Context: an optimization exercise on an open-source flow, tuned for small area. The choices shown serve that exercise and are no tape-out recipe.
Function was checked by simulation only, so behaviour that the tests miss may differ from the original.
The flow treats the clock pin as an ideal source, which a real chip does not have.
Power is estimated from default activity; no workload was simulated.

==> 03-06 <==
==> flow/design.v <==
module pocsag_slicer (
    input  wire        clk,
    input  wire        rst,
    input  wire        in_valid,
    input  wire [15:0] in_sample,
    output reg         bit_valid,
    output wire        bit_val
);
    reg  [22:0] mag_acc;
    reg  [17:0] bit_sum;
    reg  [1:0]  samp_cnt;
    wire        v   = in_valid;
    wire        neg = in_sample[15];
    wire [22:0] op_b = {{7{v}}, ~mag_acc[22:7] & {16{v}}};
    wire [22:0] op_c = {7'd0, (in_sample ^ {16{neg}}) & {16{v}}};
    wire [22:0] cs_s = mag_acc ^ op_b ^ op_c;
    wire [23:0] cs_c = {(mag_acc & op_b) | (mag_acc & op_c) | (op_b & op_c), neg & v};
    wire [22:0] mag_next;
    wire [23:0] mc;
    assign mc[0] = v;
    genvar k;
    generate
        for (k = 0; k < 23; k = k + 1) begin : g_mag
            assign mag_next[k] = cs_s[k] ^ cs_c[k] ^ mc[k];
            assign mc[k + 1]   = (cs_s[k] & cs_c[k]) | (cs_s[k] & mc[k]) | (cs_c[k] & mc[k]);
        end
    endgenerate
    wire        first = (samp_cnt == 2'd0);
    wire [17:0] acc   = bit_sum & {18{~first}};
    wire [17:0] op_s  = {{2{neg}}, in_sample} & {18{v}};
    wire [17:0] sum_next;
    wire [18:0] sc;
    assign sc[0] = 1'b0;
    generate
        for (k = 0; k < 18; k = k + 1) begin : g_sum
            assign sum_next[k] = acc[k] ^ op_s[k] ^ sc[k];
            assign sc[k + 1]   = (acc[k] & op_s[k]) | (acc[k] & sc[k]) | (op_s[k] & sc[k]);
        end
    endgenerate
    wire [16:0] mq = mag_acc[22:6];
    wire [17:0] gc;
    assign gc[0] = 1'b0;
    generate
        for (k = 0; k < 17; k = k + 1) begin : g_cmp
            assign gc[k + 1] = (bit_sum[k] & ~mq[k]) | (bit_sum[k] & gc[k]) | (~mq[k] & gc[k]);
        end
    endgenerate
    assign bit_val = ~bit_sum[17] & gc[17];
    always @(posedge clk) begin
        if (rst) begin
            mag_acc  <= 23'd0;
            bit_sum  <= 18'd0;
            samp_cnt <= 2'd0;
            bit_valid <= 1'b0;
        end else begin
            mag_acc  <= mag_next;
            bit_sum  <= sum_next;
            bit_valid <= v & (&samp_cnt);
            if (v)
                samp_cnt <= samp_cnt + 2'd1;
        end
    end
endmodule
module pocsag_bch (
    input  wire [31:0] cw_in,
    output reg  [31:0] cw_out,
    output reg         fail
);
    localparam [32*11-1:0] SYN_TAB = {
        11'h769, 11'h3B5, 11'h1DB, 11'h785, 11'h3C3, 11'h689, 11'h345, 11'h1A3,
        11'h7B9, 11'h3DD, 11'h1EF, 11'h79F, 11'h4A7, 11'h53B, 11'h5F5, 11'h2FB,
        11'h615, 11'h30B, 11'h6ED, 11'h377, 11'h6D3, 11'h401, 11'h201, 11'h101,
        11'h081, 11'h041, 11'h021, 11'h011, 11'h009, 11'h005, 11'h003, 11'h001
    };
    reg [10:0] syn;
    reg [31:0] flip;
    integer p;
    always @* begin
        syn = 11'd0;
        for (p = 0; p < 32; p = p + 1)
            if (cw_in[p])
                syn = syn ^ SYN_TAB[p*11 +: 11];
        flip = 32'd0;
        for (p = 0; p < 32; p = p + 1)
            if (syn == SYN_TAB[p*11 +: 11])
                flip[p] = 1'b1;
        cw_out = cw_in ^ flip;
        fail   = (syn != 11'd0) && (flip == 32'd0);
    end
endmodule
module pocsag_rx (
    input  wire        clk,
    input  wire        rst,
    input  wire        in_valid,
    input  wire [15:0] in_sample,
    output wire        pre_found,
    output wire        sync_found,
    output wire        out_valid,
    output wire [3:0]  out_index,
    output wire [31:0] out_word,
    output wire        out_fail,
    output wire        out_addr
);
    localparam PRE_MIN_T = 519;
    localparam [31:0]  KMP_P  = 32'h1BA84B3E;
    localparam [159:0] KMP_FB = {5'd2, 5'd2, 5'd4, 5'd1, 5'd1, 5'd5, 5'd1, 5'd1,
                                 5'd1, 5'd3, 5'd1, 5'd3, 5'd1, 5'd2, 5'd2, 5'd2,
                                 5'd3, 5'd1, 5'd2, 5'd3, 5'd1, 5'd4, 5'd1, 5'd1,
                                 5'd2, 5'd0, 5'd1, 5'd1, 5'd1, 5'd1, 5'd1, 5'd0};
    localparam [1:0] S_PRE   = 2'd0,
                     S_SYNC  = 2'd1,
                     S_BATCH = 2'd2;
    wire bit_valid, bit_val;
    pocsag_slicer u_slicer (
        .clk       (clk),
        .rst       (rst),
        .in_valid  (in_valid),
        .in_sample (in_sample),
        .bit_valid (bit_valid),
        .bit_val   (bit_val)
    );
    reg  [1:0]  state;
    reg  [5:0]  cnt;       
    reg  [3:0]  rnd;       
    reg         full;      
    reg  [9:0]  ptrans;
    reg         prev;      
    reg         emit;
    reg  [3:0]  ph;
    reg  [3:0]  stg;       
    reg  [3:0]  stv;
    reg  [3:0]  pf;        
    reg  [15:0] ring [0:35];
    wire in_pre   = (state == S_PRE);
    wire in_sync  = (state == S_SYNC);
    wire [3:0] grp = cnt[5:2];    
    wire [1:0] c4  = cnt[1:0];
    wire [35:0] taps;
    genvar g;
    generate
        for (g = 0; g < 36; g = g + 1) begin : g_tap
            assign taps[g] = ring[g][0];
        end
    endgenerate
    reg  [8:0] dg;         
    integer r;
    always @* begin
        for (r = 0; r < 9; r = r + 1)
            dg[r] = (grp == r);
    end
    wire [8:0] dg_e   = in_sync ? 9'd1 : dg;
    wire [8:0] dprv   = {in_pre & dg_e[0], dg_e[8] | (~in_pre & dg_e[0]), dg_e[7:1]};
    wire [1:0] c4_e   = in_sync ? 2'd0 : c4;
    wire [3:0] rnd_e  = in_sync ? 4'd0 : rnd;
    wire       ok_cur = (ph + 4'd1 == rnd_e);
    wire       ok_prv = dg_e[0] ? (ph + 4'd2 == rnd_e) : ok_cur;
    reg  [3:0] wcur, wold;
    always @* begin
        for (r = 0; r < 4; r = r + 1) begin
            wcur[r] = stv[r] & (r < c4_e) & ok_cur;
            wold[r] = stv[r] & (r >= c4_e) & ok_prv;
        end
    end
    wire [3:0] wr = wcur | wold;
    reg  [35:0] we;
    always @* begin
        for (r = 0; r < 36; r = r + 1)
            we[r] = (wcur[r % 4] & dg_e[r / 4]) | (wold[r % 4] & dprv[r / 4]);
    end
    wire [8:0] dnx    = {dg[7:0], dg[8]};
    wire       at_cur = (ph == rnd);
    wire       at_nxt = dg[8] ? (ph == rnd + 4'd1) : at_cur;
    reg  [3:0] fhit;
    reg  [3:0] ftap;
    integer q;
    always @* begin
        for (r = 0; r < 4; r = r + 1) begin
            ftap[r] = 1'b0;
            for (q = 0; q < 9; q = q + 1)
                ftap[r] = ftap[r] | (taps[4 * q + r] & ((r > c4) ? dg[q] : dnx[q]));
            fhit[r] = (r > c4) ? at_cur : at_nxt;
        end
    end
    wire [1:0] rs        = c4 + 2'd1;
    wire       t_sub     = full & (fhit[rs] ? ftap[rs] : pf[rs]);
    wire       pempty    = ~full & (rnd == 4'd0) & (cnt == 6'd0);
    wire       t_add     = ~pempty & (bit_val ^ prev);
    wire [9:0] ptrans_n  = ptrans + {9'd0, t_add} - {9'd0, t_sub};
    wire       full_n    = full | ((rnd == 4'd15) & (cnt == 6'd35));
    wire       pre_match = full_n & (ptrans_n >= PRE_MIN_T);
    wire       kmp_hit   = (bit_val == KMP_P[cnt[4:0]]);
    wire       sync_hit  = kmp_hit & (&cnt[4:0]);
    wire       lane_in   = in_pre ? (bit_val ^ prev) : bit_val;
    wire       store     = bit_valid & ~in_sync;
    integer j;
    always @(posedge clk) begin
        for (j = 0; j < 36; j = j + 1) begin
            ring[j][15:1] <= ring[j][14:0];
            ring[j][0]    <= we[j] ? stg[j % 4] : ring[j][15];
        end
        for (r = 0; r < 4; r = r + 1) begin
            if (fhit[r])
                pf[r] <= ftap[r];
            if (store && c4 == r)
                stg[r] <= lane_in;
        end
    end
    always @(posedge clk) begin
        if (rst) begin
            state      <= S_PRE;
            cnt        <= 6'd0;
            rnd        <= 4'd0;
            full       <= 1'b0;
            ptrans     <= 10'd0;
            emit       <= 1'b0;
            ph         <= 4'd0;
            stv        <= 4'd0;
        end else begin
            ph         <= ph + 4'd1;
            for (r = 0; r < 4; r = r + 1)
                if (wr[r])
                    stv[r] <= 1'b0;
            if (store)
                stv[c4] <= 1'b1;
            if (out_valid) begin
                rnd <= rnd + 4'd1;
                if (rnd == 4'd15)
                    emit <= 1'b0;
            end
            if (bit_valid) begin
                case (state)
                    S_PRE: begin
                        prev <= bit_val;
                        if (pre_match) begin
                            state     <= S_SYNC;
                            cnt       <= 6'd0;
                            rnd       <= 4'd0;
                            full      <= 1'b0;
                            ptrans    <= 10'd0;
                        end else begin
                            ptrans <= ptrans_n;
                            if (cnt == 6'd35) begin
                                cnt <= 6'd0;
                                rnd <= rnd + 4'd1;
                                if (rnd == 4'd15)
                                    full <= 1'b1;
                            end else begin
                                cnt <= cnt + 6'd1;
                            end
                        end
                    end
                    S_SYNC: begin
                        cnt[4:0] <= kmp_hit ? cnt[4:0] + 5'd1 : KMP_FB[cnt[4:0]*5 +: 5];
                        if (sync_hit) begin
                            state      <= S_BATCH;
                            rnd        <= 4'd0;
                        end
                    end
                    default: begin
                        cnt[4:0] <= cnt[4:0] + 5'd1;
                        if (&cnt[4:0]) begin
                            rnd <= rnd + 4'd1;
                            if (rnd == 4'd15) begin
                                state <= S_SYNC;
                                emit  <= 1'b1;
                            end
                        end
                    end
                endcase
            end
        end
    end
    wire [31:0] raw;
    generate
        for (g = 0; g < 32; g = g + 1) begin : g_raw
            assign raw[31 - g] = taps[g];
        end
    endgenerate
    pocsag_bch u_bch (
        .cw_in  (raw),
        .cw_out (out_word),
        .fail   (out_fail)
    );
    assign pre_found  = bit_valid & in_pre & pre_match;
    assign sync_found = bit_valid & in_sync & sync_hit;
    assign out_valid  = emit & (ph == rnd);
    assign out_index = rnd;
    assign out_addr  = ~raw[31];
endmodule
==> flow/run.sh <==
#!/bin/bash
# synth_recipe.tcl (not shown) runs the flow's synth.tcl, then flattens the netlist and writes it again
# the make line also repeats each setting of config.mk as NAME=value (left out here)
make -C /OpenROAD-flow-scripts/flow DESIGN_CONFIG=/design/flow/config.mk WORK_HOME=/design/flow/orfs CLKGATE_MAP_FILE= SYNTH_SCRIPT=/design/flow/synth_recipe.tcl finish
==> flow/config.mk <==
export PLATFORM = sky130hd
export DESIGN_NAME = pocsag_rx
export DESIGN_NICKNAME = pocsag_rx
export VERILOG_FILES = /design/flow/design.v
export SDC_FILE = /design/flow/constraint.sdc
export NUM_CORES = 4
export LEC_CHECK = 0
export CAP_MARGIN = 20
export CORE_MARGIN = 2
export CORE_UTILIZATION = 40
export SLEW_MARGIN = 20
==> flow/constraint.sdc <==
create_clock -name core_clock -period 14.0 [get_ports {clk}]
set_input_delay 2.8000 -clock core_clock [delete_from_list [all_inputs] [get_ports {clk}]]
set_output_delay 2.8000 -clock core_clock [all_outputs]
set_load 0.01 [all_outputs]
==> 11-03 (differences from 03-06) <==
==> flow/design.v, changed modules only <==
module pocsag_slicer (
    input  wire        clk,
    input  wire        rst,
    input  wire        in_valid,
    input  wire [15:0] in_sample,
    output reg         bit_valid,
    output wire        bit_val
);
    reg  [22:0] mag_acc;
    reg  [17:0] bit_sum;
    reg  [1:0]  samp_cnt;
    wire        v   = in_valid;
    wire        neg = in_sample[15];
    wire [22:0] op_b = {{7{v}}, ~mag_acc[22:7] & {16{v}}};
    wire [22:0] op_c = {7'd0, (in_sample ^ {16{neg}}) & {16{v}}};
    wire [22:0] cs_s = mag_acc ^ op_b ^ op_c;
    wire [23:0] cs_c = {(mag_acc & op_b) | (mag_acc & op_c) | (op_b & op_c), neg & v};
    wire [22:0] mag_next;
    wire [23:0] mc;
    assign mc[0] = v;
    genvar k;
    generate
        for (k = 0; k < 23; k = k + 1) begin : g_mag
            assign mag_next[k] = cs_s[k] ^ cs_c[k] ^ mc[k];
            assign mc[k + 1]   = (cs_s[k] & cs_c[k]) | (cs_s[k] & mc[k]) | (cs_c[k] & mc[k]);
        end
    endgenerate
    wire        first = (samp_cnt == 2'd0);
    wire [17:0] acc   = bit_sum & {18{~first}};
    wire [17:0] op_s  = {{2{neg}}, in_sample} & {18{v}};
    wire [17:0] sum_next;
    wire [18:0] sc;
    assign sc[0] = 1'b0;
    generate
        for (k = 0; k < 18; k = k + 1) begin : g_sum
            assign sum_next[k] = acc[k] ^ op_s[k] ^ sc[k];
            assign sc[k + 1]   = (acc[k] & op_s[k]) | (acc[k] & sc[k]) | (op_s[k] & sc[k]);
        end
    endgenerate
    wire [16:0] mq = mag_acc[22:6];
    wire [17:0] gc;
    assign gc[0] = 1'b0;
    generate
        for (k = 0; k < 17; k = k + 1) begin : g_cmp
            assign gc[k + 1] = (bit_sum[k] & ~mq[k]) | (bit_sum[k] & gc[k]) | (~mq[k] & gc[k]);
        end
    endgenerate
    assign bit_val = ~bit_sum[17] & gc[17];
    always @(posedge clk)
        bit_sum <= sum_next;
    always @(posedge clk) begin
        if (rst) begin
            mag_acc  <= 23'd0;
            samp_cnt <= 2'd0;
            bit_valid <= 1'b0;
        end else begin
            mag_acc  <= mag_next;
            bit_valid <= v & (&samp_cnt);
            if (v)
                samp_cnt <= samp_cnt + 2'd1;
        end
    end
endmodule
module pocsag_rx (
    input  wire        clk,
    input  wire        rst,
    input  wire        in_valid,
    input  wire [15:0] in_sample,
    output wire        pre_found,
    output wire        sync_found,
    output wire        out_valid,
    output wire [3:0]  out_index,
    output wire [31:0] out_word,
    output wire        out_fail,
    output wire        out_addr
);
    localparam PRE_MIN_T = 519;
    localparam [31:0]  KMP_P  = 32'h1BA84B3E;
    localparam [159:0] KMP_FB = {5'd2, 5'd2, 5'd4, 5'd1, 5'd1, 5'd5, 5'd1, 5'd1,
                                 5'd1, 5'd3, 5'd1, 5'd3, 5'd1, 5'd2, 5'd2, 5'd2,
                                 5'd3, 5'd1, 5'd2, 5'd3, 5'd1, 5'd4, 5'd1, 5'd1,
                                 5'd2, 5'd0, 5'd1, 5'd1, 5'd1, 5'd1, 5'd1, 5'd0};
    localparam [1:0] S_PRE   = 2'd0,
                     S_SYNC  = 2'd1,
                     S_BATCH = 2'd2;
    wire bit_valid, bit_val;
    pocsag_slicer u_slicer (
        .clk       (clk),
        .rst       (rst),
        .in_valid  (in_valid),
        .in_sample (in_sample),
        .bit_valid (bit_valid),
        .bit_val   (bit_val)
    );
    reg  [1:0]  state;
    reg  [5:0]  cnt;       
    reg  [3:0]  rnd;       
    reg         full;      
    reg  [9:0]  ptrans;
    reg         prev;      
    reg         arm;       
    reg         act;       
    reg  [3:0]  ph;
    reg  [3:0]  stg;       
    reg  [3:0]  pf;        
    reg  [15:0] ring [0:35];
    wire in_pre   = (state == S_PRE);
    wire in_sync  = (state == S_SYNC);
    wire [3:0] grp = cnt[5:2];    
    wire [1:0] c4  = cnt[1:0];
    wire [35:0] taps;
    genvar g;
    generate
        for (g = 0; g < 36; g = g + 1) begin : g_tap
            assign taps[g] = ring[g][0];
        end
    endgenerate
    reg  [8:0] dg;         
    integer r;
    always @* begin
        for (r = 0; r < 9; r = r + 1)
            dg[r] = (grp == r);
    end
    wire [8:0] dg_e   = in_sync ? 9'd1 : dg;
    wire [8:0] dprv   = {in_pre & dg_e[0], dg_e[8] | (~in_pre & dg_e[0]), dg_e[7:1]};
    wire [1:0] c4_e   = in_sync ? 2'd0 : c4;
    wire       ok_cur = (ph + 4'd1 == rnd);
    wire       ok_prv = dg_e[0] ? (ph + 4'd2 == rnd) : ok_cur;
    reg  [3:0] wcur, wold;
    always @* begin
        for (r = 0; r < 4; r = r + 1) begin
            wcur[r] = (r < c4_e) & ok_cur;
            wold[r] = (r >= c4_e) & ok_prv;
        end
    end
    reg  [35:0] we;
    always @* begin
        for (r = 0; r < 36; r = r + 1)
            we[r] = (wcur[r % 4] & dg_e[r / 4]) | (wold[r % 4] & dprv[r / 4]);
    end
    wire [8:0] dnx    = {dg[7:0], dg[8]};
    wire       at_cur = (ph == rnd);
    wire       at_nxt = dg[8] ? (ph == rnd + 4'd1) : at_cur;
    reg  [3:0] fhit;
    reg  [3:0] ftap;
    integer q;
    always @* begin
        for (r = 0; r < 4; r = r + 1) begin
            ftap[r] = 1'b0;
            for (q = 0; q < 9; q = q + 1)
                ftap[r] = ftap[r] | (taps[4 * q + r] & ((r > c4) ? dg[q] : dnx[q]));
            fhit[r] = (r > c4) ? at_cur : at_nxt;
        end
    end
    wire [1:0] rs        = c4 + 2'd1;
    wire       full_n    = full | ((rnd == 4'd15) & (cnt == 6'd35));
    wire       t_sub     = full_n & (fhit[rs] ? ftap[rs] : pf[rs]);
    wire       t_add     = bit_val ^ prev;
    wire [9:0] ptrans_n  = ptrans + {9'd0, t_add} - {9'd0, t_sub};
    wire       pre_match = full_n & (ptrans_n >= PRE_MIN_T);
    wire       kmp_hit   = (bit_val == KMP_P[cnt[4:0]]);
    wire       sync_hit  = kmp_hit & (&cnt[4:0]);
    wire       lane_in   = in_pre ? (bit_val ^ prev) : bit_val;
    wire       store     = bit_valid & ~in_sync;
    integer j;
    always @(posedge clk) begin
        for (j = 0; j < 36; j = j + 1) begin
            ring[j][15:1] <= ring[j][14:0];
            ring[j][0]    <= we[j] ? stg[j % 4] : ring[j][15];
        end
        for (r = 0; r < 4; r = r + 1) begin
            if (fhit[r])
                pf[r] <= ftap[r];
            if (store && c4 == r)
                stg[r] <= lane_in;
        end
    end
    always @(posedge clk) begin
        if (rst) begin
            state      <= S_PRE;
            cnt        <= 6'd0;
            rnd        <= 4'd0;
            full       <= 1'b0;
            ptrans     <= 10'd0;
            prev       <= 1'b0;
            arm        <= 1'b0;
            act        <= 1'b0;
            ph         <= 4'd0;
        end else begin
            ph         <= ph + 4'd1;
            if (arm && ph == 4'd0) begin
                arm <= 1'b0;
                act <= 1'b1;
            end
            if (act && ph == 4'd15)
                act <= 1'b0;
            if (bit_valid) begin
                case (state)
                    S_PRE: begin
                        prev   <= bit_val;
                        ptrans <= ptrans_n;
                        full   <= full_n;
                        if (pre_match) begin
                            state <= S_SYNC;
                            cnt   <= 6'd0;
                            rnd   <= 4'd0;
                        end else if (cnt == 6'd35) begin
                            cnt <= 6'd0;
                            rnd <= rnd + 4'd1;
                        end else begin
                            cnt <= cnt + 6'd1;
                        end
                    end
                    S_SYNC: begin
                        cnt[4:0] <= kmp_hit ? cnt[4:0] + 5'd1 : KMP_FB[cnt[4:0]*5 +: 5];
                        if (sync_hit) begin
                            state      <= S_BATCH;
                        end
                    end
                    default: begin
                        cnt[4:0] <= cnt[4:0] + 5'd1;
                        if (&cnt[4:0]) begin
                            rnd <= rnd + 4'd1;
                            if (rnd == 4'd15) begin
                                state <= S_SYNC;
                                arm   <= 1'b1;
                            end
                        end
                    end
                endcase
            end
        end
    end
    wire [31:0] raw;
    generate
        for (g = 0; g < 32; g = g + 1) begin : g_raw
            assign raw[31 - g] = taps[g];
        end
    endgenerate
    pocsag_bch u_bch (
        .cw_in  (raw),
        .cw_out (out_word),
        .fail   (out_fail)
    );
    assign pre_found  = bit_valid & in_pre & pre_match;
    assign sync_found = bit_valid & in_sync & sync_hit;
    assign out_valid  = act | (arm & (ph == 4'd0));
    assign out_index  = ph;
    assign out_addr  = ~raw[31];
endmodule
==> flow/flow/run.sh (new file) <==
#!/bin/bash
set -euo pipefail
W=$PWD
sed 's|^\( *\)log_cmd abc {\*}$abc_args$|\1log_cmd abc {*}[lreplace $abc_args 1 1 $::env(AREA_ABC_SCRIPT)]|' \
  "$FLOW_HOME/scripts/synth.tcl" > "$W/synth_area_orfs.tcl"
grep -q 'AREA_ABC_SCRIPT' "$W/synth_area_orfs.tcl"
sed "s|source \$::env(SCRIPTS_DIR)/synth.tcl|source $W/synth_area_orfs.tcl|" synth_recipe.tcl > "$W/synth_area.tcl"
grep -q "source $W/synth_area_orfs.tcl" "$W/synth_area.tcl"
export AREA_ABC_SCRIPT=$W/flow/abc_area.script
export BUFFER_PORTS_ARGS="-buffer_cell sky130_fd_sc_hd__buf_1"
bash standard.sh SYNTH_SCRIPT="$W/synth_area.tcl" cts > standard_cts.log 2>&1
R=orfs/results/$FLOW_PLATFORM/pocsag_rx/base
P=$FLOW_HOME/platforms/$FLOW_PLATFORM
DONT_USE=$(make -s -C "$FLOW_HOME" DESIGN_CONFIG="$W/config.mk" WORK_HOME="$W/orfs" print-DONT_USE_CELLS 2>/dev/null | sed -n 's/^DONT_USE_CELLS: //p')
RESULTS_DIR=$R PLATFORM_DIR=$P LIB_FILES=$P/lib/sky130_fd_sc_hd__tt_025C_1v80.lib DONT_USE_CELLS="$DONT_USE" \
  openroad -no_init -exit flow/recover.tcl > recover.log 2>&1
bash standard.sh SYNTH_SCRIPT="$W/synth_area.tcl" finish > standard.log 2>&1
==> flow/flow/abc_area.script (new file) <==
&get -n
&st
&dch -f
&nf -a -R 1000
&st
&syn2
&dch -f
&nf -a -R 1000
&st
&syn2
&dch -f
&nf -a -R 1000
&st
&syn2
&dch -f
&nf -a -R 1000
&put
==> flow/flow/recover.tcl (new file) <==
# Between clock tree synthesis and global routing: size cells down where the
# timing allows (OpenROAD's power recovery), then legalize the placement.
set res $::env(RESULTS_DIR)
read_liberty $::env(LIB_FILES)
read_db $res/4_cts.odb
read_sdc $res/4_cts.sdc
source $::env(PLATFORM_DIR)/setRC.tcl
set_dont_use $::env(DONT_USE_CELLS)
estimate_parasitics -placement
report_worst_slack -max
report_design_area
repair_timing -recover_power 100 -setup_margin 0.5 -verbose
detailed_placement
check_placement -verbose
estimate_parasitics -placement
report_worst_slack -max
report_check_types -max_slew -max_capacitance -violators
report_design_area
write_db $res/4_cts.odb
==> flow/standard.sh (new file) <==
#!/bin/bash
# synth_recipe.tcl (not shown) runs the flow's synth.tcl, then flattens the netlist and writes it again
# the make line also repeats each setting of config.mk as NAME=value (left out here)
make -C /OpenROAD-flow-scripts/flow DESIGN_CONFIG=/design/flow/config.mk WORK_HOME=/design/flow/orfs CLKGATE_MAP_FILE= SYNTH_SCRIPT=/design/flow/synth_recipe.tcl "${@:-finish}"
Settings changed: CORE_UTILIZATION 40 to 65, CTS_BUF_LIST set to sky130_fd_sc_hd__clkbuf_16, CTS_CLUSTER_DIAMETER set to 120, CTS_CLUSTER_SIZE set to 30, PLACE_DENSITY set to 0.75.
removed: flow/run.sh
==> run summary <==
| metric | 03-06 | 11-03 |
|---|---|---|
| Status | finished clean | finished clean |
| Inserted Clock Buffers | 60 | 25 |
| Met3 track demand over resource in global routing | 2.95% | 2.47% |
| Cell Area, Synth | 21400 µm² | 19700 µm² |
| Count of antenna diodes in the layout | 1 | 0 |
| Non-clk bufs | 66 | 63 |
| Fill cell count | 4775 | 2030 |
| Vias per inst | 4.85 | 5.32 |
| Worst hold path endpoint | ring[5][13] | ring[3][8] |
| Clock network power | 1.73 mW | 843 µW |
| Cell count of the worst reg-to-reg path | 27 | 31 |
| Number of global-route vias before repair | 12.5k | 10.6k |
| Synth Net Count | 1888 | 1644 |
| Yosys cell types | 75 | 48 |
| Clock-cell share of area | 8.76% | 3.13% |
| Area grow syn2layout | 16.0% | 7.20% |
| Share of synthesized cell area in and, or, nand and nor gates | 10.4% | 8.23% |
| Horizontal die dimension | 235 µm | 178 µm |
| Pre-CTS setup slack | 1.80 ns | 1.59 ns |
| Average footprint of a synthesized cell | 12.0 µm² | 12.9 µm² |

==> port drivers added, routing unchanged <==
In the flow no input, the clock included, has a driving cell. The finished layouts below were timed again as built, in two steps.
Step 1: set_driving_cell puts a clkbuf_16 on clk and a buf_2 on each other input, an assumption about the parent block.
Step 2 adds t to the input delays and takes it off the output delays; t is the mean of the earliest and latest rising clock arrival at the registers after step 1. Input paths then give back, and output paths get back, about the clock's delay inside the block.
Three values: ideal ports, drivers, drivers and shift; two values: the first two.
run | t, ns | slack for setup (ns) | worst hold slack (ns) | latest minus earliest clock arrival (ns) | worst data-port slew with drivers (ns)
03-06 | 0.664 | 2.488 / 2.518 / 1.854 | 0.314 / 0.314 / 0.314 | 0.020 / 0.020 | 0.04
11-03 | 0.625 | 2.250 / 2.272 / 1.647 | 0.325 / 0.325 / 0.325 | 0.033 / 0.032 | 0.04
After both steps setup and hold are still met in every run listed. The setup slack of 03-06, which loses most, moves by +0.030 ns with the drivers and by -0.634 ns with both steps.
